Background: an optimization exercise with open tools, aiming at small area, a short achievable clock period and few clock cycles. Do not read the settings as production practice.
At most, simulation tests tie the RTL to the original design; equivalence was not proved.
Function not checked in runs 3 to 5: the RTL went through the layout flow alone.
Power is estimated from default activity; no workload was simulated.

**config.mk**
```make
export PLATFORM = sky130hd
export DESIGN_NAME = batbot_codec
export DESIGN_NICKNAME = batbot_codec
export VERILOG_FILES = /design/flow/design.v
export SDC_FILE = /design/flow/constraint.sdc
export NUM_CORES = 4
export LEC_CHECK = 0
export CAP_MARGIN = 20
export CORE_MARGIN = 2
export CORE_UTILIZATION = 50
export CTS_BUF_LIST = sky130_fd_sc_hd__clkbuf_16
export CTS_CLUSTER_DIAMETER = 60
export CTS_CLUSTER_SIZE = 22
export PLACE_DENSITY = 0.65
export SLEW_MARGIN = 20
```
**constraint.sdc**
```tcl
create_clock -name core_clock -period 10.0 [get_ports {clk}]
set_input_delay 2.0000 -clock core_clock [delete_from_list [all_inputs] [get_ports {clk}]]
set_output_delay 2.0000 -clock core_clock [all_outputs]
set_load 0.01 [all_outputs]
```
**design.v**
```verilog
module batbot_codec (
    input  wire       clk,
    input  wire       rst,           
    input  wire       rx_valid,
    input  wire [7:0] rx_data,
    input  wire       rx_last,
    output wire       rx_ready,
    output wire       tx_valid,
    output wire [7:0] tx_data,
    output wire       tx_last,
    input  wire       tx_ready,
    input  wire [3:0] enc_a,
    input  wire [3:0] enc_b
);
    localparam RB   = 5;             
    localparam RCAP = 25;            
    localparam FB   = 2;             
    localparam FDEP = 4;             
    localparam [1:0] T_ERR = 2'd0, T_SHORT = 2'd1, T_ANGLE = 2'd2, T_ECHO = 2'd3;
    function [15:0] crc_table;
        input [7:0] index;
        integer b;
        reg [15:0] c;
        begin
            c = {index, 8'h00};
            for (b = 0; b < 8; b = b + 1)
                c = c[15] ? ((c << 1) ^ 16'h8005) : (c << 1);
            crc_table = c;
        end
    endfunction
    function [15:0] crc_update;
        input [15:0] accum;
        input [7:0]  data;
        begin
            crc_update = {accum[7:0], 8'h00} ^ crc_table(accum[15:8] ^ data);
        end
    endfunction
    function [15:0] quad_delta;
        input [3:0] index;
        begin
            case (index)
                4'd1, 4'd7, 4'd8, 4'd14:  quad_delta = 16'hFFFF;
                4'd2, 4'd4, 4'd11, 4'd13: quad_delta = 16'h0001;
                default:                  quad_delta = 16'h0000;
            endcase
        end
    endfunction
    function [RB-1:0] rinc;
        input [RB-1:0] p;
        rinc = (p == RCAP - 1) ? {RB{1'b0}} : p + 1'b1;
    endfunction
    reg        rx_ready_r;
    reg        in_v;
    reg  [7:0] in_d;
    reg        in_last;
    assign rx_ready = rx_ready_r;
    wire take = rx_valid & rx_ready_r;
    reg  [2:0]  pos;         
    reg  [4:0]  cnt;         
    reg         bad;         
    reg  [4:0]  flen;
    reg  [7:0]  fid;
    reg  [2:0]  fop;
    reg         op_bad;
    reg         np_ok;
    reg         is_echo;
    reg  [15:0] crc;
    reg         crc_hi_ok;
    reg  [7:0]    ring [0:RCAP-1];
    reg  [RB-1:0] wp, cp, rp;            
    reg  [RB:0]   rcnt;                  
    reg  [RB:0]   ccnt;                  
    wire          ring_full = (rcnt == RCAP);
    wire          rd_ring;
    reg  [1:0]  f_typ [0:FDEP-1];
    reg  [9:0]  f_inf [0:FDEP-1];
    reg  [FB:0] f_cnt;
    wire        f_full = (f_cnt == FDEP);
    wire        f_has  = (f_cnt != 0);
    wire p_param  = (pos == 3'd5) && (cnt >= 5'd3);
    wire p_write  = p_param && is_echo && !bad;
    wire stall    = (in_last && f_full) || (p_write && ring_full);
    wire consume  = in_v && !stall;
    wire done     = consume && in_last;
    wire fr_ok    = !bad && (pos >= 3'd3) && (cnt == 5'd1);
    wire crc_ok   = crc_hi_ok && (in_d == crc[7:0]);
    wire id_bad   = (fid[7:2] != 6'd0);
    wire [2:0] status = !crc_ok ? 3'd3 : op_bad ? 3'd2 : id_bad ? 3'd4 : !np_ok ? 3'd5 : 3'd0;
    wire ok       = crc_ok && !op_bad && !id_bad && np_ok;
    wire push     = done && fr_ok;
    wire commit   = push && ok && is_echo;
    wire wr_ring  = consume && p_write;
    wire discard  = done && !commit;
    wire        setzero;
    wire [1:0]  setzero_id;
    reg  [1:0]  ep [0:3];
    reg  [1:0]  ph [0:3];
    reg  [3:0]  ev_up, ev_dn;        
    reg  [15:0] ticks [0:3];
    integer i;
    always @(posedge clk) begin
        for (i = 0; i < 4; i = i + 1) begin
            ep[i] <= {enc_a[i], enc_b[i]};
            if (rst || (setzero && setzero_id == i)) begin
                ph[i]    <= 2'b00;
                ev_up[i] <= 1'b0;
                ev_dn[i] <= 1'b0;
                ticks[i] <= 16'd0;
            end else begin
                ev_up[i] <= 1'b0;
                ev_dn[i] <= 1'b0;
                if ({enc_a[i], enc_b[i]} != ep[i]) begin
                    ph[i]    <= {enc_a[i], enc_b[i]};
                    ev_up[i] <= (quad_delta({ph[i], enc_a[i], enc_b[i]}) == 16'h0001);
                    ev_dn[i] <= (quad_delta({ph[i], enc_a[i], enc_b[i]}) == 16'hFFFF);
                end
                if (ev_up[i] | ev_dn[i])
                    ticks[i] <= ticks[i] + {{15{ev_dn[i]}}, 1'b1};
            end
        end
    end
    wire [15:0] crc_in  = (pos == 3'd2) ? 16'h0000 : crc;
    wire [15:0] crc_nx  = crc_update(crc_in, in_d);
    reg         np_calc;
    always @(*) begin
        case (in_d)
            8'd0:    np_calc = 1'b1;
            8'd1:    np_calc = (flen == 5'd4);
            8'd2:    np_calc = (flen == 5'd4);
            8'd3:    np_calc = (flen == 5'd5);
            8'd4:    np_calc = (flen == 5'd10);
            8'd5:    np_calc = (flen == 5'd4);
            8'd6:    np_calc = (flen == 5'd6);
            default: np_calc = 1'b0;
        endcase
    end
    wire [2:0]  pos_n = done ? 3'd0 : (pos == 3'd5) ? pos : pos + 3'd1;
    wire [4:0]  cnt_n = (pos == 3'd2) ? in_d[4:0] : (cnt != 5'd0) ? cnt - 5'd1 : cnt;
    wire        in_v_n    = take | (in_v & ~consume);
    wire        in_last_n = take ? rx_last : in_last;
    wire        f_full_n  = f_full | ((f_cnt == FDEP - 1) & push);
    wire        hold_n    = in_v_n & in_last_n & f_full_n;
    wire        r_full_n  = ring_full | ((rcnt == RCAP - 1) & wr_ring);
    wire        echo_pn   = consume ? ((pos == 3'd4) ? (in_d == 8'd0) : (pos == 3'd5) & is_echo & (cnt_n >= 5'd3))
                                    : (pos == 3'd5) & is_echo & (cnt >= 5'd3);
    wire        rblk_n    = echo_pn & r_full_n;
    wire [RB:0] rcnt_p = rcnt + 1'b1;
    wire [RB:0] rcnt_m = rcnt - 1'b1;
    wire [RB:0] ccnt_m = ccnt - 1'b1;
    wire [RB:0] rcnt_a = discard ? ccnt   : wr_ring ? rcnt_p : rcnt;
    wire [RB:0] rcnt_r = discard ? ccnt_m : wr_ring ? rcnt   : rcnt_m;
    wire [RB:0] ccnt_a = commit ? (wr_ring ? rcnt_p : rcnt) : ccnt;
    wire [RB:0] ccnt_r = commit ? (wr_ring ? rcnt : rcnt_m) : ccnt_m;
    always @(posedge clk) begin
        if (rst) begin
            in_v       <= 1'b0;
            rx_ready_r <= 1'b0;
            pos        <= 3'd0;
            bad        <= 1'b0;
            wp         <= 0;
            cp         <= 0;
            rcnt       <= 0;
            ccnt       <= 0;
        end else begin
            in_v       <= in_v_n;
            rx_ready_r <= ~hold_n & ~rblk_n;
            if (consume) begin
                pos <= pos_n;
                case (pos)
                    3'd0: bad <= (in_d != 8'hFF);
                    3'd1: bad <= bad | (in_d != 8'h00);
                    3'd2: bad <= bad | (in_d < 8'd4) | (in_d > 8'd29);
                    default: if (cnt == 5'd0) bad <= 1'b1;
                endcase
                if (done) bad <= 1'b0;
            end
            if (discard)
                wp <= cp;
            else if (wr_ring)
                wp <= rinc(wp);
            if (commit)
                cp <= wr_ring ? rinc(wp) : wp;
            rcnt <= rd_ring ? rcnt_r : rcnt_a;
            ccnt <= rd_ring ? ccnt_r : ccnt_a;
        end
        if (take) begin
            in_d    <= rx_data;
            in_last <= rx_last;
        end
        if (consume) begin
            cnt <= cnt_n;
            if (pos == 3'd2)
                flen <= in_d[4:0];
            if (pos == 3'd2 || (pos >= 3'd3 && cnt >= 5'd3))
                crc <= crc_nx;
            if (cnt == 5'd2)
                crc_hi_ok <= (in_d == crc[15:8]);
            if (pos == 3'd3)
                fid <= in_d;
            if (pos == 3'd4) begin
                fop     <= in_d[2:0];
                op_bad  <= (in_d > 8'd6);
                is_echo <= (in_d == 8'd0);
                np_ok   <= np_calc;
            end
        end
        if (wr_ring)
            ring[wp] <= in_d;
    end
    wire        pop;
    wire [1:0]  push_typ = !ok ? T_ERR : is_echo ? T_ECHO : (fop == 3'd2) ? T_ANGLE : T_SHORT;
    wire [1:0]  st2      = status[2] ? {1'b1, status[0]} : {1'b0, status[0]};
    wire [9:0]  push_inf = !ok ? {st2, fid} : is_echo ? {3'd0, flen, fid[1:0]} :
                           {5'd0, fop, fid[1:0]};
    integer k;
    always @(posedge clk) begin
        if (rst)
            f_cnt <= 0;
        else if (pop)
            f_cnt <= push ? f_cnt : f_cnt - 1'b1;
        else if (push)
            f_cnt <= f_cnt + 1'b1;
        for (k = 0; k < FDEP - 1; k = k + 1) begin
            if (pop) begin
                if (push && f_cnt == k + 1) begin
                    f_typ[k] <= push_typ;
                    f_inf[k] <= push_inf;
                end else begin
                    f_typ[k] <= f_typ[k + 1];
                    f_inf[k] <= f_inf[k + 1];
                end
            end else if (push && f_cnt == k) begin
                f_typ[k] <= push_typ;
                f_inf[k] <= push_inf;
            end
        end
        if (!pop && push && f_cnt == FDEP - 1) begin
            f_typ[FDEP - 1] <= push_typ;
            f_inf[FDEP - 1] <= push_inf;
        end
    end
    reg         tx_valid_r;
    reg  [7:0]  tx_data_r;
    reg         tx_last_r;
    reg  [2:0]  tp;              
    reg  [4:0]  tleft;           
    reg  [15:0] tcrc;
    reg         tc_in;           
    reg         tc_first;        
    assign tx_valid = tx_valid_r;
    assign tx_data  = tx_data_r;
    assign tx_last  = tx_last_r;
    wire [1:0]  h_typ  = f_typ[0];
    wire [9:0]  h_inf  = f_inf[0];
    wire        h_echo = (h_typ == T_ECHO);
    wire        h_ang  = (h_typ == T_ANGLE);
    wire [7:0]  h_id   = (h_typ == T_ERR) ? h_inf[7:0] : {6'd0, h_inf[1:0]};
    wire [4:0]  h_len  = h_echo ? h_inf[6:2] : h_ang ? 5'd6 : 5'd5;
    wire        h_body = (tp == 3'd5);
    wire        h_crch = h_body && (tleft == 5'd2);
    wire        h_last = h_body && (tleft == 5'd1);
    wire        h_ring = h_echo && h_body && (tleft >= 5'd3);
    wire        h_wait;
    wire [15:0] tcrc_nx = crc_update(tc_first ? 16'h0000 : tcrc, tx_data_r);
    reg         dbusy;
    reg  [1:0]  dph;             
    reg  [1:0]  did_r;
    reg  [2:0]  dcnt;
    reg         dneg;
    reg  [7:0]  drem;
    reg  [11:0] dq;
    wire        cand_head = f_has && (tp == 3'd0) && h_ang;
    wire        cand_next = (f_cnt >= 2) && (tp != 3'd0) && (f_typ[1] == T_ANGLE);
    wire        dgo       = !dbusy && (cand_head || cand_next);
    wire [1:0]  did       = cand_head ? h_inf[1:0] : f_inf[1][1:0];
    wire [15:0] tsel = {drem[3:0], dq};
    wire [15:0] tu   = tsel[15] ? ~tsel : tsel;
    wire [19:0] x18  = {tu, 4'd0} + {3'd0, tu, 1'b0} + (tsel[15] ? 20'd18 : 20'd0);
    wire [10:0] b2   = {1'b0, drem, dq[11], dq[10]};
    wire [10:0] s1   = b2 - 11'd175;
    wire [10:0] s2   = b2 - 11'd350;
    wire [10:0] s3   = b2 - 11'd525;
    wire        ge1  = !s1[10];
    wire        ge2  = !s2[10];
    wire        ge3  = !s3[10];
    wire [7:0]  rnx  = ge3 ? s3[7:0] : ge2 ? s2[7:0] : ge1 ? s1[7:0] : b2[7:0];
    wire [1:0]  qd   = ge3 ? 2'd3 : ge2 ? 2'd2 : ge1 ? 2'd1 : 2'd0;
    wire [15:0] vout = dneg ? (16'd0 - {4'd0, dq}) : {4'd0, dq};
    assign h_wait = h_ang && h_body && (tleft == 5'd4) && (!dbusy || dph != 2'd2 || dcnt != 3'd0);
    reg  [7:0]  tbyte;
    always @(*) begin
        case (tp)
            3'd0: tbyte = 8'hFF;
            3'd1: tbyte = 8'h00;
            3'd2: tbyte = {3'd0, h_len};
            3'd3: tbyte = h_id;
            3'd4: tbyte = (h_typ == T_ERR) ? 8'h01 : (h_typ == T_SHORT) ? {5'd0, h_inf[4:2]} :
                          h_ang ? 8'h02 : 8'h00;
            default: tbyte = (tleft == 5'd2) ? tcrc_nx[15:8] :
                             (tleft == 5'd1) ? tcrc[7:0] :
                             h_echo ? ring[rp] :
                             h_ang ? ((tleft == 5'd4) ? vout[15:8] : vout[7:0]) :
                             (h_typ == T_ERR) ? {5'd0, h_inf[9], ~h_inf[9], h_inf[8]} : 8'h00;
        endcase
    end
    wire can  = f_has && !h_wait;
    wire adv  = !tx_valid_r || tx_ready;
    wire load = adv && can;
    assign pop     = load && h_last;
    assign rd_ring = load && h_ring;
    assign setzero    = f_has && (tp == 3'd0) && (h_typ == T_SHORT) && (h_inf[4:2] == 3'd5);
    assign setzero_id = h_inf[1:0];
    always @(posedge clk) begin
        if (rst) begin
            dbusy <= 1'b0;
            dph   <= 2'd0;
        end else begin
            if (dgo) begin
                dbusy <= 1'b1;
                dph   <= 2'd3;
                did_r <= did;
            end else if (dph == 2'd3) begin
                dph   <= 2'd1;
                {drem, dq} <= {4'd0, ticks[did_r]};
            end else if (dph == 2'd1) begin
                dph   <= 2'd2;
                drem  <= x18[19:12];
                dq    <= x18[11:0];
                dneg  <= tsel[15];
                dcnt  <= 3'd6;
            end else if (dcnt != 3'd0) begin
                drem  <= rnx;
                dq    <= {dq[9:0], qd};
                dcnt  <= dcnt - 3'd1;
            end
            if (load && h_ang && h_body && (tleft == 5'd3))
                dbusy <= 1'b0;
        end
    end
    always @(posedge clk) begin
        if (rst) begin
            tx_valid_r <= 1'b0;
            tp         <= 3'd0;
            rp         <= 0;
            tc_in      <= 1'b0;
        end else begin
            if (adv)
                tx_valid_r <= can;
            if (load) begin
                tx_data_r <= tbyte;
                tx_last_r <= h_last;
                tc_in     <= ((tp >= 3'd2) && (tp <= 3'd4)) || (h_body && (tleft >= 5'd3));
                tc_first  <= (tp == 3'd2);
                if (tc_in)
                    tcrc <= tcrc_nx;
                if (tp == 3'd4)
                    tleft <= h_len - 5'd2;
                else if (h_body)
                    tleft <= tleft - 5'd1;
                if (h_last)
                    tp <= 3'd0;
                else if (!h_body)
                    tp <= tp + 3'd1;
                if (h_ring)
                    rp <= rinc(rp);
            end
        end
    end
endmodule
```
**flow/run.sh**
```bash
#!/bin/bash
# The standard layout, with two changes to how it is made:
#  - the port buffers are buf_4 cells
#  - repair_timing aims for more setup slack than the standard flow does
set -euo pipefail
bash standard.sh \
  "BUFFER_PORTS_ARGS=-buffer_cell sky130_fd_sc_hd__buf_4" \
  SETUP_SLACK_MARGIN=${MARGIN:-6.95} \
  finish > standard.log 2>&1
```
**standard.sh**
```bash
#!/bin/bash
# synth_recipe.tcl (not shown) runs the flow's synth.tcl, then flattens the netlist and writes it again
# the make line also repeats each setting of config.mk as NAME=value (left out here)
make -C /OpenROAD-flow-scripts/flow DESIGN_CONFIG=/design/flow/config.mk WORK_HOME=/design/flow/orfs CLKGATE_MAP_FILE= SYNTH_SCRIPT=/design/flow/synth_recipe.tcl "${@:-finish}"
```
==> results of run 1 <==
-- Yosys cell counts (20+ instances only) --
cell / count / area (um2)
o21ai_0: 81 / 405.4
a211oi_1: 47 / 352.8
nor2_1: 223 / 837.1
mux4_2: 76 / 1712
nand3_1: 51 / 255.2
mux2i_1: 47 / 470.5
buf_2: 22 / 110.1
a21oi_1: 167 / 835.8
xnor2_1: 132 / 1156
nor2b_1: 32 / 200.2
o211ai_1: 25 / 187.7
nor3_1: 65 / 325.3
clkbuf_1: 61 / 229.0
a31oi_1: 22 / 137.6
xor2_1: 69 / 604.3
o31ai_1: 20 / 150.1
nand2_1: 200 / 750.7
inv_1: 95 / 356.6
dfxtp_1: 162 / 3243
edfxtp_1: 330 / 9910
ha_1: 150 / 1877
or3_1: 25 / 156.4
a21o_1: 20 / 150.1
-- logic make-up (layout without fill, tap and decap cells) --
kind of cell	count (synthesis)	in the layout	share of synthesized area [%]
simple gates	733	734	13.17
compound gates	509	509	12.03
flops	492	492	48.85
xor+xnor	204	204	6.794
buf+inv	198	290	3.030
fa+ha+maj	154	154	7.268
mux	141	141	8.857
other cells	0	1	0
-- flip-flops by register name (all words and copies together) (netlist names), 5 cells and up, named ones only --
signal and count:
f_inf 40, in_d 8, tcrc 16, f_typ 8, cp 5, wp 5
ph 8, ep 8, tleft 5, cnt 5, crc 16, tx_data_r 8
flen 5, rp 5, drem 8, rcnt 6, ticks 64, ring 200
ccnt 6, dq 12, fid 8
-- power by group --
group	total (uW)	internal (uW)	switching (uW)
Combinational	1720	800	915
Sequential	2330	2230	93.0
Clock	1820	934	886
-- layout make-up --
class	instances	area, um2	area share [%]
diodes	1	2.502	0.008180
clock buffers	45	1126	3.681
clock inverters	37	449.2	1.468
inverters	97	390.4	1.276
multi-input cells	1742	13590	44.42
flip-flops and latches	492	13170	43.04
well taps	696	870.8	2.847
repair buffers	110	985.9	3.223
repair inverters	1	11.26	0.03681
-- final timing paths --
check                     to    startpoint
setup / recovery  tx_data[7]  tx_data_r[7]
hold / removal         cp[0]         cp[0]
setup reg to reg     drem[6]       drem[3]
hold reg to reg        cp[0]         cp[0]
-- metal layers --
metal | global-route usage, % | vias to the layer above
met5 | 0 | -
met4 | 8.705 | 4
met3 | 3.675 | 143
met2 | 37.80 | 480
met1 | 28.82 | 9193
li1 | - | 9094
-- metrics by stage --
step	instance area, um2	util (%)	total power, uW	hold WS [ns]
2_1_floorplan	27020	-	3374	0.4357
3_3_place_gp	27800	51.98	3616	0.4413
3_5_place_dp	27800	51.98	3653	0.4493
4_1_cts	29930	55.94	5654	0.4608
5_1_grt	30590	57.18	6138	0.4905
6_report	30590	57.19	5863	0.4608
-- timing repair --
action	CTS	global route
endpoints found under the hold margin	0	0
resized for setup	72	74
pin swaps	15	23
setup buffers	23	31
cloned	1	3
endpoints found under the setup margin	242	171
==> flow_summary_export.csv, run 1 <==
group,metric,value,unit
status,status,"timing/DRC/antenna clean",
die,die_area,0.05572,mm2
die,die_w,236.1,um
setup_path,criticalPathCategory,"reg -> out",
sta,rsz0062_at_grt,"yes",
min_path,min_path_cells,2,
setup_path,crit_chain,"buf_6",
clock_network,clk_path_buf_depth,3,
final_layout,instances_no_fill,3221,
routing,m1WireLength,27290,um
setup_path,reg2reg_slack,6.98,ns
flow_run,drv_cap,0,
setup_path,critPathBufInv,1,
routing,first_pass_iters,5,
setup_path,startpoint_type,"flop",
setup_path,max_stage_delay,0.45,ns
min_path,hold_path.class,"reg -> reg",
routing,drt_iter0_markers,1403,
synthesis,ys_seq_elements,492,
setup_path,path_depth,1,
setup_path,critPathSlowestCell,"edfxtp_1",
sta,finalSetupViolations,0,
placed_design,port_buffers,31,
setup_path,worstSetupEndpointType,"output port",
synthesis,synth_fp_nets,2606,
final_layout,drive_gt1_share,16.52,%
die,core,0.05350,mm2
clock_network,clkTransAtPathRegs,0.08,ns
clock_network,cts_sinks,492,
global_route,grt_max_degree,50,
final_layout,nets,2663,
pwr,peakVddDrop,0.0001774,V
clock_network,cts_root_buf,"clkbuf_16",
final_layout,area.growth.synth_to_final,13.63,%
sta,fin_crit_sh,31.94,%
global_route,grt_pass1_vias,18510,
sta,max_freq,313.1,MHz
setup_path,required,8.00,ns
global_route,grt_pass1_wl,99630,um
final_layout,mostFrequentLayoutCell,"edfxtp_1",
routing,highest_layer,"met5",
global_route,grt-ovfl-total,0,
routing,drc,0,
synthesis,syn_area_per_cell,11.08,um2
sta,final.setup.worst_slack,6.806,ns
die,rows,85,
sta,fin_skew,0.02715,ns
die,initial_utilization,50.33,%
routing,wl,63320,um
die,io_pins,32,
sta,tns,0,ns
routing,wl_per_cell,19.66,um
synthesis,async_flop_share,0,%
synthesis,postSynthCellCount,2431,
routing,ant_nets,0,
routing,routed-wl-met2,30520,um
setup_path,ff2ff_path_depth,12,
sta,finalHoldViolations,0,
clock_network,cts_buffers,44,
synthesis,synth_warnings,6,
routing,vias_per_cell,5.872,
clock_network,cts_tree,"done",
pwr,powerDensity,191.6,mW/mm2
final_layout,fill_cells,4371,
setup_path,crit_fanout,2,
setup_path,worstPathArrival,1.19,ns
sta,finalCriticalPeriod,3.194,ns
placed_design,hpwl,42640,um
die,die_h,236.1,um
placed_design,dp_cells,3080,
synthesis,synthesis.area,0.02692,mm2
sta,slew_violations,0,
clock_network,clkLatencyLatePin,0.60,ns
placed_design,dp_worst_setup_slack,5.469,ns
clock_network,htree_levels,2,
routing,vias,18910,
global_route,grt_usage,22.36,%
synthesis,synth_edf_count,330,
setup_path,critical-path-top-delay-family,"flip-flops",
synthesis,synth_cell_type_count,92,
global_route,antenna_found_initial,4,
sta,relSlewSlack,32.37,%
pwr,leakage,0.01093,uW
synthesis,ys_seq_area_share,48.85,%
placed_design,gp_congestion,0.8733,
sta,tightest_slew,1.011,ns
clock_network,hold_buffers,0,
final_layout,final_cell_mix,"330 x edfxtp_1, 203 x nor2_1, 197 x nand2_1",
synthesis,synth_flop_cell,"edfxtp_1",
routing,wl_met3,3064,um
Testbench counts, summed over its fixed seeds: cycles 17,791.
==> run 2, diff against run 1 <==
--- a/flow/run.sh
+++ b/flow/run.sh
@@ -5,5 +5,5 @@
 set -euo pipefail
 bash standard.sh \
   "BUFFER_PORTS_ARGS=-buffer_cell sky130_fd_sc_hd__buf_4" \
-  SETUP_SLACK_MARGIN=${MARGIN:-6.95} \
+  SETUP_SLACK_MARGIN=${MARGIN:-6.85} \
   finish > standard.log 2>&1
==> flow_summary_export.csv, run 2 <==
group,metric,value,unit
clock_network,cts_buffers,39,
synthesis,ys_seq_area_share,48.85,%
routing,wl_per_cell,20.01,um
clock_network,clk_path_buf_depth,3,
global_route,antenna_found_initial,0,
synthesis,synth_warnings,6,
placed_design,gp_congestion,0.8839,
die,initial_utilization,50.33,%
setup_path,startpoint,"tx_data_r[0]",
sta,max_freq,314.3,MHz
sta,finalSetupViolations,0,
synthesis,async_flop_share,0,%
sta,hold-worst-slack,0.4654,ns
sta,rsz0062_at_grt,"yes",
setup_path,worstPathArrival,1.18,ns
final_layout,largest_reg_flops,200,
clock_network,clkTransAtPathRegs,0.09,ns
routing,wl,63580,um
setup_path,reg2reg_slack,6.89,ns
placed_design,port_buffers,31,
sta,tns,0,ns
pwr,peakVddDrop,0.0001677,V
clock_network,cts_root_buf,"clkbuf_16",
synthesis,syn_area_per_cell,11.08,um2
setup_path,cp-endpoint,"tx_data[0]",
die,die_h,236.1,um
setup_path,worstReg2RegStart,"drem[3]",
final_layout,area.growth.synth_to_final,11.26,%
setup_path,criticalPathCategory,"reg -> out",
min_path,hold_path.class,"reg -> reg",
die,io_pins,32,
final_layout,final_cell_mix,"330 x edfxtp_1, 201 x nor2_1, 196 x nand2_1",
setup_path,crit_fanout,2,
synthesis,synth_fp_nets,2606,
pwr,finalPower,5563,uW
routing,vias,18780,
routing,drc,0,
flow_run,drv_cap,0,
sta,fin_skew,0.02588,ns
setup_path,startpoint_type,"flop",
final_layout,nets,2628,
status,status,"timing/DRC/antenna clean",
setup_path,required,8.00,ns
synthesis,ys_seq_elements,492,
global_route,grt-ovfl-total,0,
die,die_area,0.05572,mm2
sta,finalHoldViolations,0,
routing,drt_iter0_markers,1611,
global_route,grt_pass1_vias,18240,
clock_network,hold_buffers,0,
routing,vias_per_cell,5.912,
routing,ant_nets,0,
synthesis,post-synth-top-area-cell,"edfxtp_1",
setup_path,critical-path-top-delay-family,"flip-flops",
synthesis,synthesis.area,0.02692,mm2
synthesis,synth_flop_cell,"edfxtp_1",
sta,relSlewSlack,28.77,%
placed_design,hpwl,42980,um
clock_network,htree_levels,2,
setup_path,ff2ff_path_depth,11,
synthesis,synth_top_area_share,36.80,%
final_layout,final_core_util,56.00,%
sta,fin_crit_sh,31.82,%
placed_design,dp_cells,3077,
synthesis,synth_area_leaders,"edfxtp_1 37%, dfxtp_1 12%, ha_1 7.0%",
final_layout,reg.largest.list,"ring (200), ticks (64), f_inf (40)",
clock_network,clkLatencyLatePin,0.60,ns
final_layout,diodes,0,
setup_path,worstSetupEndpointType,"output port",
routing,first_pass_iters,6,
die,die_w,236.1,um
pwr,leakage,0.01065,uW
sta,tightest_slew,1.064,ns
setup_path,critPathSlowestCell,"edfxtp_1",
synthesis,synth_common_cells,"330 x edfxtp_1, 223 x nor2_1, 200 x nand2_1",
final_layout,fill_cells,4445,
global_route,grt_pass1_wl,100600,um
synthesis,synth_cell_type_count,92,
sta,finalCriticalPeriod,3.182,ns
setup_path,critPathBufInv,1,
synthesis,synth_edf_count,330,
global_route,grt_max_degree,50,
synthesis,synth_most_common_cell,"edfxtp_1",
final_layout,drive_gt1_share,14.27,%
die,rows,85,
pwr,powerDensity,185.7,mW/mm2
sta,slew_violations,0,
setup_path,crit_chain,"buf_6",
clock_network,cts_sinks,492,
final_layout,mostFrequentLayoutCell,"edfxtp_1",
die,core,0.05350,mm2
setup_path,max_stage_delay,0.45,ns
synthesis,postSynthCellCount,2431,
setup_path,reg2reg_to,"drem[7]",
setup_path,path_depth,1,
final_layout,regMostFlops,"ring",
global_route,grt_usage,22.65,%
clock_network,cts_tree,"done",
final_layout,instances_no_fill,3177,
-- run 2: cell counts after synthesis --
No cell type changed its count.
-- run 2: routing by layer --
metal | global-route usage [%] | part of all wire (%) | up-vias
met5 | 0 | 0 | -
li1 | - | - | 9016
met4 | 7.219 | 2.7 | 0
met2 | 38.82 | 50 | 439
met1 | 30.31 | 43 | 9234
met3 | 2.305 | 4.3 | 93
-- run 2: power by group --
part / leakage, uW / switching [uW] / internal [uW]
Sequential: 0.00432 / 93.4 / 2230
Combinational: 0.00565 / 846 / 670
Clock: 0.000680 / 834 / 886
-- run 2: logic make-up after synthesis --
logic type               synth area share [%]
multiplexers                            8.857
XOR/XNOR                                6.794
AND/OR/NAND/NOR                         13.17
adder cells (fa/ha/maj)                 7.268
AO/OA/AOI/OAI                           12.03
buffers and inverters                   3.030
flip-flops                              48.85
-- run 2: worst min-delay path by stage --
| stage | startpoint | endpoint | slack [ns] | cells past startpoint |
|---|---|---|---|---|
| 2_1_floorplan | cp[0] | cp[0] | 0.44 | 2 |
| 5_1_grt | ticks[2][6] | ticks[2][6] | 0.49 | 2 |
| 6_report | cp[3] | cp[3] | 0.47 | 2 |
| 3_3_place_gp | cp[0] | cp[0] | 0.44 | 2 |
| 3_5_place_dp | cp[3] | cp[3] | 0.45 | 2 |
| 4_1_cts | cp[3] | cp[3] | 0.46 | 2 |
-- run 2: stage by stage --
| stage | instance area, um2 | setup slack (ns) |
|---|---|---|
| floorplan | 27000 | 6.322 |
| CTS | 29520 | 6.750 |
| global placement | 27780 | 5.488 |
| finish | 29960 | 6.818 |
| detailed placement | 27780 | 5.440 |
| global route | 29960 | 6.751 |
-- run 2: timing repair --
| item | 4_1_cts | 5_1_grt |
|---|---|---|
| pin swaps | 4 | 11 |
| endpoints found under the setup margin | 225 | 322 |
| hold endpoints to repair | 0 | 0 |
| setup buffers | 19 | 10 |
| resized for setup | 39 | 70 |
| gates cloned | 0 | 1 |
-- run 2: layout make-up --
cell class	count	area (um2)	area share, %
multi-input cells	1742	13440	44.88
flip-flops and latches	492	13160	43.94
clock buffers	40	1001	3.341
well taps	696	870.8	2.907
repair buffers	81	698.2	2.331
clock inverters	29	410.4	1.370
inverters	97	369.1	1.232
==> run 3, diff against run 2 <==
--- a/design.v
+++ b/design.v
@@ -138,7 +138,7 @@
     wire [4:0]  cnt_n = (pos == 3'd2) ? in_d[4:0] : (cnt != 5'd0) ? cnt - 5'd1 : cnt;
     wire        in_v_n    = take | (in_v & ~consume);
     wire        in_last_n = take ? rx_last : in_last;
-    wire        f_full_n  = f_full | ((f_cnt == FDEP - 1) & push);
+    wire        f_full_n  = (f_full & !pop) | ((f_cnt == FDEP - 1) & push & !pop);
     wire        hold_n    = in_v_n & in_last_n & f_full_n;
     wire        r_full_n  = ring_full | ((rcnt == RCAP - 1) & wr_ring);
     wire        echo_pn   = consume ? ((pos == 3'd4) ? (in_d == 8'd0) : (pos == 3'd5) & is_echo & (cnt_n >= 5'd3))
@@ -263,6 +263,7 @@
     wire        h_wait;
     wire [15:0] tcrc_nx = crc_update(tc_first ? 16'h0000 : tcrc, tx_data_r);
     reg         dbusy;
+    reg  [7:0]  vlo;             
     reg  [1:0]  dph;             
     reg  [1:0]  did_r;
     reg  [2:0]  dcnt;
@@ -299,7 +300,7 @@
             default: tbyte = (tleft == 5'd2) ? tcrc_nx[15:8] :
                              (tleft == 5'd1) ? tcrc[7:0] :
                              h_echo ? ring[rp] :
-                             h_ang ? ((tleft == 5'd4) ? vout[15:8] : vout[7:0]) :
+                             h_ang ? ((tleft == 5'd4) ? vout[15:8] : vlo) :
                              (h_typ == T_ERR) ? {5'd0, h_inf[9], ~h_inf[9], h_inf[8]} : 8'h00;
         endcase
     end
@@ -310,6 +311,9 @@
     assign rd_ring = load && h_ring;
     assign setzero    = f_has && (tp == 3'd0) && (h_typ == T_SHORT) && (h_inf[4:2] == 3'd5);
     assign setzero_id = h_inf[1:0];
+    always @(posedge clk)
+        if (load && h_ang && h_body && (tleft == 5'd4))
+            vlo <= vout[7:0];
     always @(posedge clk) begin
         if (rst) begin
             dbusy <= 1'b0;
@@ -333,7 +337,7 @@
                 dq    <= {dq[9:0], qd};
                 dcnt  <= dcnt - 3'd1;
             end
-            if (load && h_ang && h_body && (tleft == 5'd3))
+            if (load && h_ang && h_body && (tleft == 5'd4))
                 dbusy <= 1'b0;
         end
     end
==> flow_summary_export.csv, run 3 <==
group,metric,value,unit
status,status,"timing/DRC/antenna clean",
synthesis,synth_common_cells,"338 x edfxtp_1, 218 x nor2_1, 197 x nand2_1",
synthesis,synth_cell_type_count,81,
synthesis,syn_area_per_cell,11.19,um2
final_layout,final_cell_mix,"338 x edfxtp_1, 215 x nor2_1, 196 x nand2_1",
setup_path,worstSetupEndpointType,"output port",
setup_path,required,8.00,ns
routing,first_pass_iters,5,
sta,final.setup.worst_slack,6.806,ns
setup_path,startpoint_type,"flop",
synthesis,synth_flop_cell,"edfxtp_1",
synthesis,synth_area_leaders,"edfxtp_1 38%, dfxtp_1 12%, ha_1 6.9%",
placed_design,dp_worst_setup_slack,5.478,ns
sta,finalSetupViolations,0,
setup_path,critPathBufInv,1,
setup_path,worstPathArrival,1.19,ns
setup_path,critPathSlowestCell,"edfxtp_1",
synthesis,post-synth-top-area-cell,"edfxtp_1",
synthesis,synth_most_common_cell,"edfxtp_1",
die,die_area,0.05578,mm2
setup_path,crit_chain,"buf_6",
routing,wl_per_cell,19.93,um
final_layout,fill_cells,4453,
sta,fin_skew,0.03464,ns
pwr,combPwrFrac,28.0,%
global_route,grt-ovfl-total,0,
sta,tightest_slew,0.9866,ns
clock_network,cts_root_buf,"clkbuf_16",
setup_path,criticalPathCategory,"reg -> out",
sta,fin_crit_sh,31.94,%
sta,rsz0062_at_grt,"yes",
synthesis,synth_edf_count,338,
routing,ant_nets,0,
die,die_h,236.2,um
pwr,p_sw,1886,uW
global_route,met3_usage,3.019,%
global_route,busiest_layer,"met2",
global_route,met1_usage,31.80,%
sta,tns,0,ns
placed_design,hpwl,42840,um
placed_design,dp_cells,3053,
die,io_pins,32,
routing,drc,0,
final_layout,largest_reg_flops,200,
sta,finalHoldViolations,0,
global_route,antenna_found_initial,1,
min_path,hold_path.class,"reg -> reg",
clock_network,clkTransAtPathRegs,0.08,ns
pwr,power.internal,3900,uW
routing,wl,63230,um
pwr,powerDensity,191.9,mW/mm2
placed_design,port_buffers,31,
die,initial_utilization,50.29,%
final_layout,mostFrequentLayoutCell,"edfxtp_1",
global_route,use_met2,35.35,%
setup_path,critical-path-top-delay-family,"flip-flops",
pwr,pwr-share-seq,40.8,%
setup_path,reg2reg_slack,6.87,ns
clock_network,clk_path_buf_depth,3,
synthesis,synth_top_area_share,37.65,%
pwr,finalPower,5787,uW
clock_network,cts_buffers,43,
final_layout,diodes,0,
final_layout,nets,2616,
routing,drt_iter0_markers,1519,
final_layout,regMostFlops,"ring",
final_layout,reg.largest.list,"ring (200), ticks (64), f_inf (40)",
final_layout,area.growth.synth_to_final,11.88,%
clock_network,htree_levels,2,
final_layout,instances_no_fill,3173,
final_layout,drive_gt1_share,14.21,%
routing,vias_per_cell,5.950,
die,core,0.05360,mm2
setup_path,crit_fanout,3,
synthesis,ys_seq_area_share,49.69,%
flow_run,drv_cap,0,
pwr,leakage,0.01071,uW
pwr,pwr-share-clk,31.2,%
sta,relSlewSlack,33.72,%
setup_path,max_stage_delay,0.46,ns
die,die_w,236.2,um
clock_network,cts_tree,"done",
placed_design,gp_congestion,0.9041,
pwr,p_sw_share,32.60,%
global_route,grt_pass1_wl,98120,um
global_route,grt_pass1_vias,18030,
synthesis,postSynthCellCount,2408,
sta,max_freq,313.1,MHz
synthesis,synth_warnings,6,
synthesis,ys_seq_elements,500,
pwr,peakVddDrop,0.0001654,V
synthesis,synthesis.area,0.02695,mm2
synthesis,async_flop_share,0,%
global_route,grt_usage,22.09,%
global_route,grt_max_degree,42,
synthesis,synth_fp_nets,2582,
sta,finalCriticalPeriod,3.194,ns
clock_network,cts_sinks,500,
routing,vias,18880,
sta,slew_violations,0,
clock_network,hold_buffers,0,
die,rows,85,
clock_network,clkLatencyLatePin,0.60,ns
[run 3: repair_timing]
action	in CTS	in global routing
resized for setup	33	48
gates cloned	1	0
buffers inserted	22	16
endpoints found under the setup margin	106	167
pin swaps	9	8
[run 3: final timing paths]
check | start | endpoint | cells after the start
hold / removal | cp[2] | wp[2] | 2
hold reg to reg | cp[2] | wp[2] | 2
setup reg to reg | drem[3] | dq[10] | 12
setup / recovery | tx_data_r[3] | tx_data[3] | 1
[run 3: worst reg2reg max path: stages (launching register included)]
cell,delay [ns]
edfxtp_1,0.49
buf_6,0.20
buf_4,0.15
xor2_4,0.16
ha_4,0.29
ha_4,0.20
and2_1,0.19
a31o_4,0.28
a21oi_1,0.24
o21bai_1,0.11
a211oi_1,0.30
or3_1,0.18
a31oi_1,0.08
[run 3: layout make-up]
class / instances / area (um2) / area share, %
inverters: 104 / 392.9 / 1.303
clock inverters: 36 / 432.9 / 1.436
multi-input cells: 1702 / 13200 / 43.76
repair buffers: 91 / 753.2 / 2.498
clock buffers: 44 / 1101 / 3.651
flip-flops and latches: 500 / 13410 / 44.47
well taps: 696 / 870.8 / 2.888
[run 3: power by group through the flow]
stage	combinational [uW]	sequential (uW)	clock (uW)
after CTS	1370	2360	1840
after detailed placement	1260	2410	0
final	1620	2360	1800
after floorplan	1030	2360	0
after global routing	1770	2370	1920
after global placement	1220	2410	0
[run 3: per-stage QoR]
stage | hold slack (ns) | util, % | cell area [um2]
2_1_floorplan | 0.4322 | - | 27130
3_3_place_gp | 0.4414 | 51.99 | 27870
3_5_place_dp | 0.4458 | 52.00 | 27870
4_1_cts | 0.4371 | 55.47 | 29730
5_1_grt | 0.4771 | 56.26 | 30160
6_report | 0.4493 | 56.26 | 30160
[run 3: cell families (layout without fill, tap and decap cells)]
group,Yosys count,in the layout,share of synthesized area [%]
xor gates and xnor gates,196,196,6.522
buffers and inverters,207,275,3.096
adders and majority gates,153,153,7.213
DFF,500,500,49.69
muxes,134,134,8.555
and+or+nand+nor,717,718,13.01
AOI/OAI and AO/OA,501,501,11.92
[run 3: routing by layer]
metal | vias up | share of wire (%) | wire, um
met1 | 9291 | 46 | 29110
met2 | 497 | 47 | 29540
met4 | 2 | 2.1 | 1341
li1 | 9006 | - | -
met5 | - | 0.021 | 13
met3 | 82 | 5.1 | 3215
==> run 4, diff against run 3 <==
--- a/design.v
+++ b/design.v
@@ -68,8 +68,8 @@
     reg         crc_hi_ok;
     reg  [7:0]    ring [0:RCAP-1];
     reg  [RB-1:0] wp, cp, rp;            
-    reg  [RB:0]   rcnt;                  
-    reg  [RB:0]   ccnt;                  
+    reg  [RB-1:0] rcnt;                  
+    reg  [RB-1:0] ccnt;                  
     wire          ring_full = (rcnt == RCAP);
     wire          rd_ring;
     reg  [1:0]  f_typ [0:FDEP-1];
@@ -138,19 +138,19 @@
     wire [4:0]  cnt_n = (pos == 3'd2) ? in_d[4:0] : (cnt != 5'd0) ? cnt - 5'd1 : cnt;
     wire        in_v_n    = take | (in_v & ~consume);
     wire        in_last_n = take ? rx_last : in_last;
-    wire        f_full_n  = (f_full & !pop) | ((f_cnt == FDEP - 1) & push & !pop);
+    wire        f_full_n  = f_full | ((f_cnt == FDEP - 1) & push);
     wire        hold_n    = in_v_n & in_last_n & f_full_n;
     wire        r_full_n  = ring_full | ((rcnt == RCAP - 1) & wr_ring);
     wire        echo_pn   = consume ? ((pos == 3'd4) ? (in_d == 8'd0) : (pos == 3'd5) & is_echo & (cnt_n >= 5'd3))
                                     : (pos == 3'd5) & is_echo & (cnt >= 5'd3);
     wire        rblk_n    = echo_pn & r_full_n;
-    wire [RB:0] rcnt_p = rcnt + 1'b1;
-    wire [RB:0] rcnt_m = rcnt - 1'b1;
-    wire [RB:0] ccnt_m = ccnt - 1'b1;
-    wire [RB:0] rcnt_a = discard ? ccnt   : wr_ring ? rcnt_p : rcnt;
-    wire [RB:0] rcnt_r = discard ? ccnt_m : wr_ring ? rcnt   : rcnt_m;
-    wire [RB:0] ccnt_a = commit ? (wr_ring ? rcnt_p : rcnt) : ccnt;
-    wire [RB:0] ccnt_r = commit ? (wr_ring ? rcnt : rcnt_m) : ccnt_m;
+    wire [RB-1:0] rcnt_p = rcnt + 1'b1;
+    wire [RB-1:0] rcnt_m = rcnt - 1'b1;
+    wire [RB-1:0] ccnt_m = ccnt - 1'b1;
+    wire [RB-1:0] rcnt_a = discard ? ccnt   : wr_ring ? rcnt_p : rcnt;
+    wire [RB-1:0] rcnt_r = discard ? ccnt_m : wr_ring ? rcnt   : rcnt_m;
+    wire [RB-1:0] ccnt_a = commit ? (wr_ring ? rcnt_p : rcnt) : ccnt;
+    wire [RB-1:0] ccnt_r = commit ? (wr_ring ? rcnt : rcnt_m) : ccnt_m;
     always @(posedge clk) begin
         if (rst) begin
             in_v       <= 1'b0;
@@ -240,7 +240,8 @@
         end
     end
     reg         tx_valid_r;
-    reg  [7:0]  tx_data_r;
+    reg  [7:0]  tx_data_r;       
+    reg  [7:0]  tx_hold;         
     reg         tx_last_r;
     reg  [2:0]  tp;              
     reg  [4:0]  tleft;           
@@ -261,9 +262,8 @@
     wire        h_last = h_body && (tleft == 5'd1);
     wire        h_ring = h_echo && h_body && (tleft >= 5'd3);
     wire        h_wait;
-    wire [15:0] tcrc_nx = crc_update(tc_first ? 16'h0000 : tcrc, tx_data_r);
+    wire [15:0] tcrc_nx = crc_update(tc_first ? 16'h0000 : tcrc, tx_hold);
     reg         dbusy;
-    reg  [7:0]  vlo;             
     reg  [1:0]  dph;             
     reg  [1:0]  did_r;
     reg  [2:0]  dcnt;
@@ -300,7 +300,7 @@
             default: tbyte = (tleft == 5'd2) ? tcrc_nx[15:8] :
                              (tleft == 5'd1) ? tcrc[7:0] :
                              h_echo ? ring[rp] :
-                             h_ang ? ((tleft == 5'd4) ? vout[15:8] : vlo) :
+                             h_ang ? ((tleft == 5'd4) ? vout[15:8] : vout[7:0]) :
                              (h_typ == T_ERR) ? {5'd0, h_inf[9], ~h_inf[9], h_inf[8]} : 8'h00;
         endcase
     end
@@ -311,9 +311,6 @@
     assign rd_ring = load && h_ring;
     assign setzero    = f_has && (tp == 3'd0) && (h_typ == T_SHORT) && (h_inf[4:2] == 3'd5);
     assign setzero_id = h_inf[1:0];
-    always @(posedge clk)
-        if (load && h_ang && h_body && (tleft == 5'd4))
-            vlo <= vout[7:0];
     always @(posedge clk) begin
         if (rst) begin
             dbusy <= 1'b0;
@@ -337,10 +334,12 @@
                 dq    <= {dq[9:0], qd};
                 dcnt  <= dcnt - 3'd1;
             end
-            if (load && h_ang && h_body && (tleft == 5'd4))
+            if (load && h_ang && h_body && (tleft == 5'd3))
                 dbusy <= 1'b0;
         end
     end
+    always @(posedge clk)
+        tx_data_r <= load ? tbyte : tx_hold;
     always @(posedge clk) begin
         if (rst) begin
             tx_valid_r <= 1'b0;
@@ -351,7 +350,7 @@
             if (adv)
                 tx_valid_r <= can;
             if (load) begin
-                tx_data_r <= tbyte;
+                tx_hold   <= tbyte;
                 tx_last_r <= h_last;
                 tc_in     <= ((tp >= 3'd2) && (tp <= 3'd4)) || (h_body && (tleft >= 5'd3));
                 tc_first  <= (tp == 3'd2);
==> flow_summary_export.csv, run 4 <==
group,metric,value,unit
clock_network,hold_buffers,0,
sta,relSlewSlack,29.65,%
clock_network,htree_levels,2,
sta,rsz0062_at_grt,"yes",
routing,first_pass_iters,7,
setup_path,ff2ff_path_depth,7,
final_layout,final_cell_mix,"330 x edfxtp_1, 226 x nor2_1, 215 x nand2_1",
sta,finalHoldViolations,0,
final_layout,diodes,0,
final_layout,multi_input_area,0.01317,mm2
synthesis,synth_warnings,6,
setup_path,worstReg2RegStart,"pos[0]",
final_layout,regArea,0.01329,mm2
sta,final.setup.worst_slack,6.891,ns
synthesis,synth_fp_nets,2594,
setup_path,max_stage_delay,0.77,ns
die,initial_utilization,50.49,%
synthesis,ys_seq_area_share,50.02,%
global_route,grt_usage,22.66,%
final_layout,fill_cells,4326,
routing,vias_per_cell,5.879,
min_path,min_path_cells,2,
synthesis,synth_common_cells,"330 x edfxtp_1, 244 x nor2_1, 220 x nand2_1",
setup_path,required,10.22,ns
synthesis,synth_top_area_share,37.35,%
synthesis,synth_cell_type_count,75,
setup_path,crit_chain,"ha_1, and3_1, o21ai_0, nor4b_2, buf_4, nand2_1, nor2_1",
synthesis,synthesis.area,0.02653,mm2
synthesis,synth_edf_count,330,
synthesis,post-synth-top-area-cell,"edfxtp_1",
die,die_h,234.4,um
flow_run,drv_cap,0,
min_path,hp-start,"cp[2]",
setup_path,worstSetupEndpointType,"flop",
sta,tightest_slew,1.051,ns
placed_design,port_buffers,31,
die,core,0.05255,mm2
routing,drt_iter0_markers,1635,
synthesis,postSynthCellCount,2420,
clock_network,clkTransAtPathRegs,0.08,ns
final_layout,mostFrequentLayoutCell,"edfxtp_1",
die,die_w,234.4,um
die,io_pins,32,
placed_design,hpwl,41860,um
setup_path,reg2reg_slack,6.89,ns
final_layout,regMostFlops,"ring",
sta,slew_violations,0,
synthesis,ys_seq_elements,498,
setup_path,startpoint_type,"flop",
synthesis,syn_area_per_cell,10.96,um2
synthesis,async_flop_share,0,%
final_layout,nets,2616,
global_route,busiest_layer,"met2",
pwr,leakage,0.01059,uW
setup_path,worstPathArrival,3.32,ns
final_layout,drive_gt1_share,14.10,%
global_route,use_met2,36.85,%
sta,fin_crit_sh,31.09,%
final_layout,area.growth.synth_to_final,12.60,%
setup_path,reg2reg_to,"ring[16][4]",
die,rows,84,
die,die_area,0.05493,mm2
pwr,peakVddDrop,0.0001664,V
setup_path,criticalPathCategory,"reg -> reg",
global_route,grt_pass1_wl,97860,um
global_route,grt_max_degree,42,
clock_network,cts_buffers,42,
final_layout,largest_reg_flops,200,
min_path,worstHoldEndpoint,"wp[2]",
sta,finalCriticalPeriod,3.109,ns
sta,max_freq,321.6,MHz
routing,wl_per_cell,19.78,um
global_route,grt-ovfl-total,0,
sta,fin_skew,0.03126,ns
placed_design,dp_worst_setup_slack,5.639,ns
setup_path,critical-path-top-delay-family,"simple AND/OR/NAND/NOR gates",
synthesis,synth_area_leaders,"edfxtp_1 37%, dfxtp_1 13%, ha_1 7.0%",
clock_network,cts_sinks,498,
clock_network,cts_root_buf,"clkbuf_16",
setup_path,critPathBufInv,1,
clock_network,cts_tree,"done",
routing,drc,0,
global_route,antenna_found_initial,0,
synthesis,synth_most_common_cell,"edfxtp_1",
status,status,"timing/DRC/antenna clean",
sta,finalSetupViolations,0,
min_path,hold_path.class,"reg -> reg",
pwr,powerDensity,194.0,mW/mm2
clock_network,clk_path_buf_depth,3,
sta,tns,0,ns
global_route,met1_usage,31.36,%
setup_path,crit_fanout,16,
global_route,met3_usage,3.344,%
global_route,grt_pass1_vias,17810,
setup_path,critPathSlowestCell,"nor2_1",
routing,wl,62550,um
final_layout,reg.largest.list,"ring (200), ticks (64), f_inf (40)",
routing,vias,18590,
routing,ant_nets,0,
placed_design,gp_congestion,0.8945,
clock_network,clkLatencyLatePin,0.60,ns
synthesis,synth_flop_cell,"edfxtp_1",
==> run 4: cell types whose count changed in the layout (fill, tap and decap cells not counted), sizes merged, moves of 10 or more <==
cell | before | now
nor2b | 29 | 19
nor3 | 60 | 47
nor2 | 220 | 245
buf | 91 | 78
a21oi | 134 | 183
nand2 | 197 | 220
inv | 125 | 113
==> run 4: worst max-delay path by stage <==
stage	to	cells after the start	slack, ns	startpoint
global placement	f_cnt[2]	9	5.76	tx_ready
detailed placement	f_cnt[2]	9	5.64	tx_ready
global route	ring[19][3]	8	6.70	pos[1]
floorplan	rcnt[2]	8	6.60	tx_ready
CTS	tx_last	1	6.85	tx_last_r
finish	ring[16][4]	7	6.89	pos[0]
==> run 4: cell families (layout without fill, tap and decap cells) <==
kind of cell	Yosys count	count (layout)	synth area share, %
flops	498	498	50.02
mux	126	126	8.393
simple gates	725	727	12.65
compound gates	519	519	12.00
buf+inv	196	249	2.862
fa+ha+maj	153	153	7.328
xor+xnor	203	203	6.752
==> run 4: repair_timing <==
item                                    in CTS  in global routing
buffers inserted                            13                 12
cloned                                       3                  1
pin swaps                                   11                 17
endpoints found under the setup margin     147                280
gates resized for setup                     43                 71
==> run 4: layout make-up <==
class	instances	share of cell area [%]
repair buffers	79	2.467
clock buffers	45	3.769
well taps	688	2.881
multi-input cells	1728	44.08
clock inverters	32	1.131
inverters	93	1.189
flip-flops and latches	498	44.48
==> run 4: worst register-to-register path, delay by kind of cell (launching register included) <==
| family | cells | cell delay, ns |
|---|---|---|
| and+or+nand+nor | 4 | 1.53 |
| buffers and inverters | 1 | 0.28 |
| AOI/OAI and AO/OA | 1 | 0.18 |
| DFF | 1 | 0.42 |
| adders and majority gates | 1 | 0.31 |
==> run 4: per-layer routing <==
metal | vias to the layer above | part of all wire (%)
li1 | 8954 | -
met1 | 9079 | 45
met2 | 461 | 47
met3 | 100 | 5.0
met4 | 0 | 2.8
met5 | - | 0
==> run 4: power breakdown <==
group          total, uW  switching (uW)  internal (uW)
clock network       1750             843            912
logic               1690             889            803
registers           2350            90.4           2260
==> run 4: metrics by stage <==
step	total power, uW	hold WS [ns]	cell area [um2]	util [%]	instances
after global routing	6087	0.4692	29880	56.85	3163
after detailed placement	3702	0.4422	27530	52.40	3057
final	5797	0.4528	29880	56.85	3163
after global placement	3661	0.4378	27530	52.39	3057
after CTS	5618	0.4553	29430	56.00	3150
after floorplan	3419	0.4264	26750	-	2420
==> run 5, diff against run 4 <==
--- a/flow/run.sh
+++ b/flow/run.sh
@@ -5,5 +5,5 @@
 set -euo pipefail
 bash standard.sh \
   "BUFFER_PORTS_ARGS=-buffer_cell sky130_fd_sc_hd__buf_4" \
-  SETUP_SLACK_MARGIN=${MARGIN:-6.85} \
+  SETUP_SLACK_MARGIN=${MARGIN:-6.95} \
   finish > standard.log 2>&1
==> flow_summary_export.csv, run 5 <==
group,metric,value,unit
status,status,"timing/DRC/antenna clean",
clock_network,cts_buffers,40,
placed_design,hpwl,41420,um
global_route,met1_usage,31.17,%
final_layout,reg.largest.list,"ring (200), ticks (64), f_inf (40)",
synthesis,synth_flop_cell,"edfxtp_1",
synthesis,ys_seq_area_share,50.02,%
final_layout,area.growth.synth_to_final,12.36,%
final_layout,final_cell_mix,"330 x edfxtp_1, 215 x nor2_1, 214 x nand2_1",
setup_path,critical-path-top-delay-family,"simple AND/OR/NAND/NOR gates",
sta,slew_violations,0,
setup_path,worstReg2RegStart,"drem[3]",
synthesis,syn_area_per_cell,10.96,um2
die,die_area,0.05493,mm2
global_route,grt_max_degree,42,
setup_path,max_stage_delay,0.51,ns
sta,fin_crit_sh,31.85,%
pwr,powerDensity,187.4,mW/mm2
setup_path,path_depth,12,
final_layout,fill_cells,4352,
synthesis,synth_area_leaders,"edfxtp_1 37%, dfxtp_1 13%, ha_1 7.0%",
sta,tightest_slew,0.9715,ns
synthesis,ys_seq_elements,498,
synthesis,post-synth-top-area-cell,"edfxtp_1",
final_layout,diodes,0,
setup_path,reg2reg_to,"drem[6]",
sta,hold-worst-slack,0.4617,ns
routing,vias_per_cell,5.868,
synthesis,synth_common_cells,"330 x edfxtp_1, 244 x nor2_1, 220 x nand2_1",
synthesis,synth_top_area_share,37.35,%
global_route,grt_usage,22.15,%
routing,first_pass_iters,6,
setup_path,startpoint_type,"flop",
sta,finalSetupViolations,0,
min_path,hold_path.class,"reg -> reg",
routing,drc,0,
final_layout,regArea,0.01330,mm2
pwr,leakage,0.01059,uW
routing,vias,18540,
clock_network,clkLatencyLatePin,0.59,ns
synthesis,synth_fp_nets,2594,
synthesis,async_flop_share,0,%
die,io_pins,32,
setup_path,cp-endpoint,"drem[6]",
setup_path,crit_fanout,6,
synthesis,synth_edf_count,330,
sta,fin_skew,0.03717,ns
clock_network,cts_sinks,498,
setup_path,critPathBufInv,1,
sta,finalCriticalPeriod,3.185,ns
final_layout,regMostFlops,"ring",
final_layout,multi_input_area,0.01320,mm2
synthesis,synthesis.area,0.02653,mm2
die,core,0.05255,mm2
die,rows,84,
sta,relSlewSlack,35.23,%
final_layout,largest_reg_flops,200,
sta,tns,0,ns
setup_path,reg2reg_slack,6.82,ns
global_route,use_met2,36.82,%
routing,wl_per_cell,19.39,um
flow_run,drv_cap,0,
final_layout,mostFrequentLayoutCell,"edfxtp_1",
global_route,met3_usage,2.420,%
setup_path,required,10.44,ns
clock_network,htree_levels,2,
setup_path,criticalPathCategory,"reg -> reg",
sta,max_freq,314.0,MHz
placed_design,port_buffers,31,
global_route,antenna_found_initial,0,
setup_path,startpoint,"drem[3]",
clock_network,cts_tree,"done",
die,die_w,234.4,um
final_layout,drive_gt1_share,14.81,%
global_route,busiest_layer,"met2",
setup_path,worstPathArrival,3.63,ns
clock_network,clkTransAtPathRegs,0.09,ns
setup_path,worstSetupEndpointType,"flop",
setup_path,cp_common_cell,"ha_4",
global_route,grt-ovfl-total,0,
synthesis,synth_warnings,6,
routing,drt_iter0_markers,1525,
setup_path,ff2ff_path_depth,12,
placed_design,gp_congestion,0.8839,
sta,finalHoldViolations,0,
setup_path,crit_chain,"clkbuf_16, xor2_4, ha_4, ha_4, and2_4, nand4_1, a21oi_2, o211ai_1, a21boi_2, o31ai_4, or4_1, nand3_1",
clock_network,cts_root_buf,"clkbuf_16",
synthesis,synth_most_common_cell,"edfxtp_1",
die,initial_utilization,50.49,%
pwr,peakVddDrop,0.0001622,V
global_route,grt_pass1_vias,17710,
synthesis,postSynthCellCount,2420,
routing,ant_nets,0,
synthesis,synth_cell_type_count,75,
sta,rsz0062_at_grt,"yes",
die,die_h,234.4,um
setup_path,critPathSlowestCell,"edfxtp_1",
global_route,grt_pass1_wl,96500,um
routing,wl,61270,um
final_layout,nets,2616,
clock_network,clk_path_buf_depth,3,
clock_network,hold_buffers,0,
-- run 5: cell types whose count changed in the layout (fill, tap and decap cells not counted), moves of 3 or more --
| cell | change |
|---|---|
| nor2_1 | -11 |
| nor2_2 | +11 |
| dfxtp_2 | +7 |
| dfxtp_1 | -6 |
| ha_4 | -5 |
| inv_6 | -5 |
| inv_8 | -5 |
| buf_4 | -4 |
| buf_6 | +4 |
| ha_1 | +4 |
| inv_1 | +3 |
-- run 5: repair_timing --
| action | in CTS | in global routing |
|---|---|---|
| setup buffers | 13 | 13 |
| cloned | 2 | 3 |
| endpoints found under the setup margin | 210 | 310 |
| pin swaps | 8 | 17 |
| resized for setup | 57 | 86 |
-- run 5: where the power goes --
part           total [uW]  internal, uW  switching, uW
logic                1590           722            863
registers            2350          2260           88.2
clock network        1650           862            792
-- run 5: per-layer routing --
metal | part of all wire (%) | routed length, um
met5 | 0 | 0
met3 | 4.9 | 2979
met4 | 1.9 | 1161
met2 | 48 | 29360
met1 | 45 | 27770
-- run 5: layout make-up --
cell class	count	share of cell area (%)
Tap cell	688	2.887
Timing Repair Buffer	81	2.547
Sequential cell	498	44.59
Inverter	93	1.192
Clock buffer	41	3.441
Multi-Input combinational cell	1728	44.28
Clock inverter	31	1.058
-- run 5: kinds of logic after synthesis --
group | Yosys count | share of synthesized area [%]
DFF | 498 | 50.02
xor gates and xnor gates | 203 | 6.752
buffers and inverters | 196 | 2.862
muxes | 126 | 8.393
adders and majority gates | 153 | 7.328
AOI/OAI and AO/OA | 519 | 12.00
and+or+nand+nor | 725 | 12.65
-- run 5: through the flow --
stage	std cells	utilization, %	cell area [um2]	power (uW)	worst slack [ns]
global placement	3057	52.41	27540	3672	5.722
finish	3160	56.74	29810	5588	6.815
global route	3160	56.74	29810	5872	6.657
CTS	3144	55.66	29250	5403	6.856
floorplan	2420	-	26770	3429	6.599
detailed placement	3057	52.42	27550	3716	5.667
-- run 5: worst min path at each step --
stage,depth (start not counted),endpoint,startpoint,slack (ns)
final,2,wp[2],cp[2],0.46
after global placement,0,f_inf[3][0],fid[0],0.44
after global routing,2,wp[2],cp[2],0.48
after detailed placement,2,wp[3],cp[3],0.45
after floorplan,0,f_inf[3][0],fid[0],0.43
after CTS,2,wp[2],cp[2],0.46
-- run 5: worst min-delay path, stage by stage, from the launching register on --
cell	delay, ns
dfxtp_1	0.32
nand2_1	0.06
a21oi_1	0.05

-- port drivers added, routing unchanged --
The flow's constraints put no driver on any port. The routed layouts listed below were extracted and timed again, unchanged, in two steps.
Step 1: set_driving_cell puts a clkbuf_16 on clk and a buf_2 on each other input, an assumption about the parent block.
Step 2 moves the port delays by t, midway between the first and last clock arrival at a register: inputs arrive t later, outputs are due t later. That takes back most of the time a late clock gives input paths.
Slacks: no drivers / after step 1 / after step 2; pairs: no drivers / after step 1.
| run | t, ns | setup WS [ns] | worst data-port slew with drivers (ns) | cell pins on the clock port's net |
|---|---|---|---|---|
| run 1 | 0.641 | 6.806 / 6.751 / 6.310 | 0.07 | 1 |
| run 2 | 0.639 | 6.818 / 6.762 / 6.308 | 0.06 | 1 |
| run 3 | 0.648 | 6.806 / 6.742 / 6.289 | 0.05 | 1 |
| run 4 | 0.643 | 6.891 / 6.837 / 6.292 | 0.05 | 1 |
| run 5 | 0.629 | 6.815 / 6.815 / 6.420 | 0.05 | 1 |
After both steps every run listed still meets setup and hold. The setup slack of run 4, which loses most, moves by -0.054 ns with the drivers and by -0.599 ns with both steps.
